What follows belongs to an exercise in optimizing a design on an open flow for small area, a short achievable clock period and few clock cycles; a production flow would make more cautious choices. In this exercise RTL edits were held to simulation tests only and were not proved equivalent to the original. No activity file was given, so power comes from the tool's default toggle rates.

job 4933:
==> flow/design.v (excerpt) <==
module vrd (
    input  wire        clk,
    input  wire        rst,           
    input  wire        cmd_valid,
    output wire        cmd_ready,
    input  wire [35:0] cmd_word,
    output wire        rsp_valid,
    input  wire        rsp_ready,
    output wire [35:0] rsp_word,
    output wire        irq,
    output wire        sym_req,
    output wire [1:0]  sym_class,
    output wire        sym_regime,
    input  wire        sym_ack,
    input  wire [3:0]  sym_data,
    output wire        coef_req,
    output wire [2:0]  coef_cs,
    input  wire        coef_ack,
    input  wire        coef_err,
    input  wire        coef_last,
    input  wire [31:0] coef_skip,
    input  wire [31:0] coef_value,
    output wire        itx_req,
    output wire        itx_op,        
    output wire [2:0]  itx_shape,
    output wire        itx_kind,      
    output wire [5:0]  itx_idx,
    output wire [15:0] itx_coef,
    input  wire        itx_ack,
    input  wire [15:0] itx_res,
    output wire        mem_req,
    output wire        mem_we,
    output wire [31:0] mem_addr,
    output wire [7:0]  mem_wdata,
    input  wire        mem_ack,
    input  wire [7:0]  mem_rdata
);
Size: roughly 5600 cells after synthesis, ~1500 flip-flops, about 260 I/O pins, about 67000 um2 of cells after synthesis.
export LEC_CHECK = 0
export CAP_MARGIN = 20
export CORE_MARGIN = 2
export CORE_UTILIZATION = 40
export CTS_CLUSTER_DIAMETER = 60
export CTS_CLUSTER_SIZE = 30
export SLEW_MARGIN = 20
export SYNTH_MEMORY_MAX_BITS = 16384
create_clock -name core_clock -period 10.0 [get_ports {clk}]
standard.sh (not shown) runs the stock make flow with config.mk's settings and CLKGATE_MAP_FILE= SYNTH_SCRIPT=/design/flow/synth_recipe.tcl, a recipe that flattens the netlist after the stock synthesis.
==> flow/flow/run.sh <==
#!/bin/bash
# Layout flow: the standard flow (standard.sh, unchanged synthesis and
# steps) with two changes to how the layout is optimised:
#  - the setup repair aims for 6.5 ns of slack instead of stopping at 0, and
#  - the port buffers are plain buffers (buf_1) instead of delay cells.
# Clock-tree clustering comes from config.mk. Every tool's output is kept:
# make's in make_finish.log, and each ORFS step's in orfs/logs.
set -euo pipefail
bash standard.sh SETUP_SLACK_MARGIN=6.5 "BUFFER_PORTS_ARGS=-buffer_cell sky130_fd_sc_hd__buf_1" finish > make_finish.log 2>&1
Testbench counts of job 4933, summed over its fixed seeds: cycles 127,797.
Inputs modified between job 4933 and job 8619:
==> flow/flow/run.sh <==
#!/bin/bash
# Layout flow: the standard flow (standard.sh, unchanged synthesis and
# steps) with two changes to how the layout is optimised:
#  - the setup repair aims for 6.5 ns of slack instead of stopping at 0, and
#  - the port buffers are plain buffers (buf_2) instead of delay cells.
# Clock-tree clustering comes from config.mk. Every tool's output is kept:
# make's in make_finish.log, and each ORFS step's in orfs/logs.
set -euo pipefail
bash standard.sh SETUP_SLACK_MARGIN=6.5 "BUFFER_PORTS_ARGS=-buffer_cell sky130_fd_sc_hd__buf_2" finish > make_finish.log 2>&1
On final hold slack: job 8619 sits above job 4933. Job 8619 vs job 4933, worst-path cell with the longest stage delay: or4_4 vs nand4_1. Routed wire length came out lower on job 8619 than on job 4933. There was hardly any difference in cell area reported after detailed placement between job 4933 and job 8619.
The inputs of job 7361 differ from those of job 8619 as listed below.
==> flow/flow/run.sh <==
#!/bin/bash
# Layout flow: the standard flow (standard.sh, unchanged synthesis and
# steps) with two changes to how the layout is optimised:
#  - the setup repair aims for 6.6 ns of slack instead of stopping at 0, and
#  - the port buffers are plain buffers (buf_1) instead of delay cells.
# Clock-tree clustering comes from config.mk. Every tool's output is kept:
# make's in make_finish.log, and each ORFS step's in orfs/logs.
set -euo pipefail
bash standard.sh SETUP_SLACK_MARGIN=6.6 "BUFFER_PORTS_ARGS=-buffer_cell sky130_fd_sc_hd__buf_1" finish > make_finish.log 2>&1
--- outcome ---
Job 7361 reached the final stage; the timing, DRC and antenna checks on its layout passed. Between job 7361 and job 8619, it is job 7361 whose sequential cell area share is lower, by 0.41 points. Changes observed in job 7361 relative to job 8619: clock-buffer cell count fell by 5, number of tapcells stayed essentially flat. Compared with job 8619, job 7361 shows a lower met2 global-route usage. Compared job 7361 against job 8619; cell area reported after detailed placement within noise. Wire length of the first global-routing pass across job 7361 and job 8619: no real change. Job 7361 vs job 8619: power down slightly. Diff job 8619 -> job 7361: total buffers and inverters traversed by the critical path now sits lower; fmax now sits higher; share of the cycle needed by the critical path after routing now sits lower; ratio of routed vias to standard cells now sits lower.
The inputs of job 9357 differ from those of job 7361 as listed below.
Settings: CORE_UTILIZATION now 45, was 40.
==> flow/flow/run.sh <==
#!/bin/bash
# Layout flow: the standard flow (standard.sh, unchanged synthesis and
# steps) with two changes to how the layout is optimised:
#  - the setup repair aims for 6.5 ns of slack instead of stopping at 0, and
#  - the port buffers are plain buffers (buf_1) instead of delay cells.
# Clock-tree clustering comes from config.mk. Every tool's output is kept:
# make's in make_finish.log, and each ORFS step's in orfs/logs.
set -euo pipefail
bash standard.sh SETUP_SLACK_MARGIN=6.5 "BUFFER_PORTS_ARGS=-buffer_cell sky130_fd_sc_hd__buf_1" finish > make_finish.log 2>&1
Notes after the runs:
- | routed wire length per instance | job 9357 vs job 7361 | about 3.6% higher |
- Looking at the reports, job 9357 completed the entire flow and the layout it produced met the timing, DRC and antenna checks.
- Cmp job 9357 vs job 7361: cell count of the worst hold path lower in job 9357
- Job 9357 ended with less worst slew margin relative to its limit than job 7361.
- On number of well-tap cells placed: between job 9357 and job 7361, it ends up higher for job 7361.
- Job 9357 and job 7361 ended up with nearly the same clock network fraction of total power.
- Compared with job 7361, in job 9357 sequential standard cell area held steady, maximum frequency held.


Another version of the RTL of vrd (not shown whole).
For scale: roughly 5700 cells after synthesis, about 1500 flip-flops, about 260 I/O pins, about 0.069 mm² of cells after synthesis.
==> flow/config.mk <==
export PLATFORM = sky130hd
export DESIGN_NAME = vrd
export DESIGN_NICKNAME = vrd
export VERILOG_FILES = /design/flow/design.v
export SDC_FILE = /design/flow/constraint.sdc
export NUM_CORES = 4
export LEC_CHECK = 0
export CAP_MARGIN = 20
export CORE_MARGIN = 2
export CORE_UTILIZATION = 40
export CTS_CLUSTER_DIAMETER = 60
export CTS_CLUSTER_SIZE = 30
export SLEW_MARGIN = 20
export SYNTH_MEMORY_MAX_BITS = 16384
==> flow/constraint.sdc <==
create_clock -name core_clock -period 10.0 [get_ports {clk}]
set_input_delay 2.0000 -clock core_clock [delete_from_list [all_inputs] [get_ports {clk}]]
set_output_delay 2.0000 -clock core_clock [all_outputs]
set_load 0.01 [all_outputs]
==> flow/flow/run.sh <==
#!/bin/bash
# Layout flow: the standard flow (standard.sh, unchanged synthesis and
# steps) with two changes to how the layout is optimised:
#  - the setup repair aims for 6.35 ns of slack instead of stopping at 0, and
#  - the port buffers are plain buffers (buf_2) instead of delay cells.
# Clock-tree clustering comes from config.mk. Every tool's output is kept:
# make's in make_finish.log, and each ORFS step's in orfs/logs.
set -euo pipefail
bash standard.sh SETUP_SLACK_MARGIN=6.35 "BUFFER_PORTS_ARGS=-buffer_cell sky130_fd_sc_hd__buf_2" finish > make_finish.log 2>&1
Testbench counts at the start, summed over its fixed seeds: cycles 127,797.
==> next run, changes <==
--- a/flow/flow/run.sh
+++ b/flow/flow/run.sh
@@ -4 +4 @@
-#  - the setup repair aims for 6.35 ns of slack instead of stopping at 0, and
+#  - the setup repair aims for 6.5 ns of slack instead of stopping at 0, and
@@ -9 +9 @@
-bash standard.sh SETUP_SLACK_MARGIN=6.35 "BUFFER_PORTS_ARGS=-buffer_cell sky130_fd_sc_hd__buf_2" finish > make_finish.log 2>&1
+bash standard.sh SETUP_SLACK_MARGIN=6.5 "BUFFER_PORTS_ARGS=-buffer_cell sky130_fd_sc_hd__buf_2" finish > make_finish.log 2>&1
After rerunning:
- fmax grows by about 2.5%
- clock skew shrinks by 0.015 ns
- critical path depth grows by 6
- routed wire length grows by about 2%
- synthesized area is unchanged
- sequential cell count does not change
- worst setup slack is better by 0.092 ns
==> next run, changes <==
- GPL_TIMING_DRIVEN: not set -> 1
Effect:
- cell area does not change
- fmax is unchanged
- worst hold slack is unchanged
- sequential share of layout area is unchanged
==> next run, changes <==
- CORE_UTILIZATION: 40 -> 50
- GPL_TIMING_DRIVEN: 1 -> not set
What happened: Sequential power barely changes. Routed wire length came out lower by 0.38%. Sequential cell count stays the same. Total power came out higher by 0.86%. Hold slack loses 0.0076 ns.

## re-timing with driven ports
No port has a modelled driver above. Below, the same layouts with a new extraction and two added sets of constraints. Step 1: set_driving_cell puts a clkbuf_16 on clk and a buf_2 on each other input, an assumption about the parent block. Step 2 adds t to the input delays and takes it off the output delays; t is the mean of the earliest and latest rising clock arrival at the registers after step 1. Input paths then give back, and output paths get back, about the clock's delay inside the block. a / b / c = ideal / step 1 / step 2; a / b = the first two.
run | t, ns | setup slack, ns | slew at the worst register clock pin (ns)
job 4933 | 0.889 | 6.375 / 6.305 / 5.527 | 0.11 / 0.11
job 8619 | 0.852 | 6.352 / 6.352 / 5.529 | 0.12 / 0.12
job 7361 | 0.861 | 6.414 / 6.330 / 5.632 | 0.10 / 0.10
job 9357 | 0.860 | 6.411 / 6.364 / 5.601 | 0.10 / 0.10
the first run of note 2 | 0.863 | 6.230 / 6.230 / 5.597 | 0.11 / 0.11
the second run of note 2 | 0.845 | 6.321 / 6.321 / 5.720 | 0.11 / 0.11
the third run of note 2 | 0.845 | 6.321 / 6.321 / 5.720 | 0.11 / 0.11
the fourth run of note 2 | 0.856 | 6.273 / 6.273 / 5.832 | 0.10 / 0.10
After both steps setup and hold are still met in every run listed. For job 4933, which loses most, drivers alone change the setup slack by -0.070 ns; drivers and shift together by -0.848 ns.
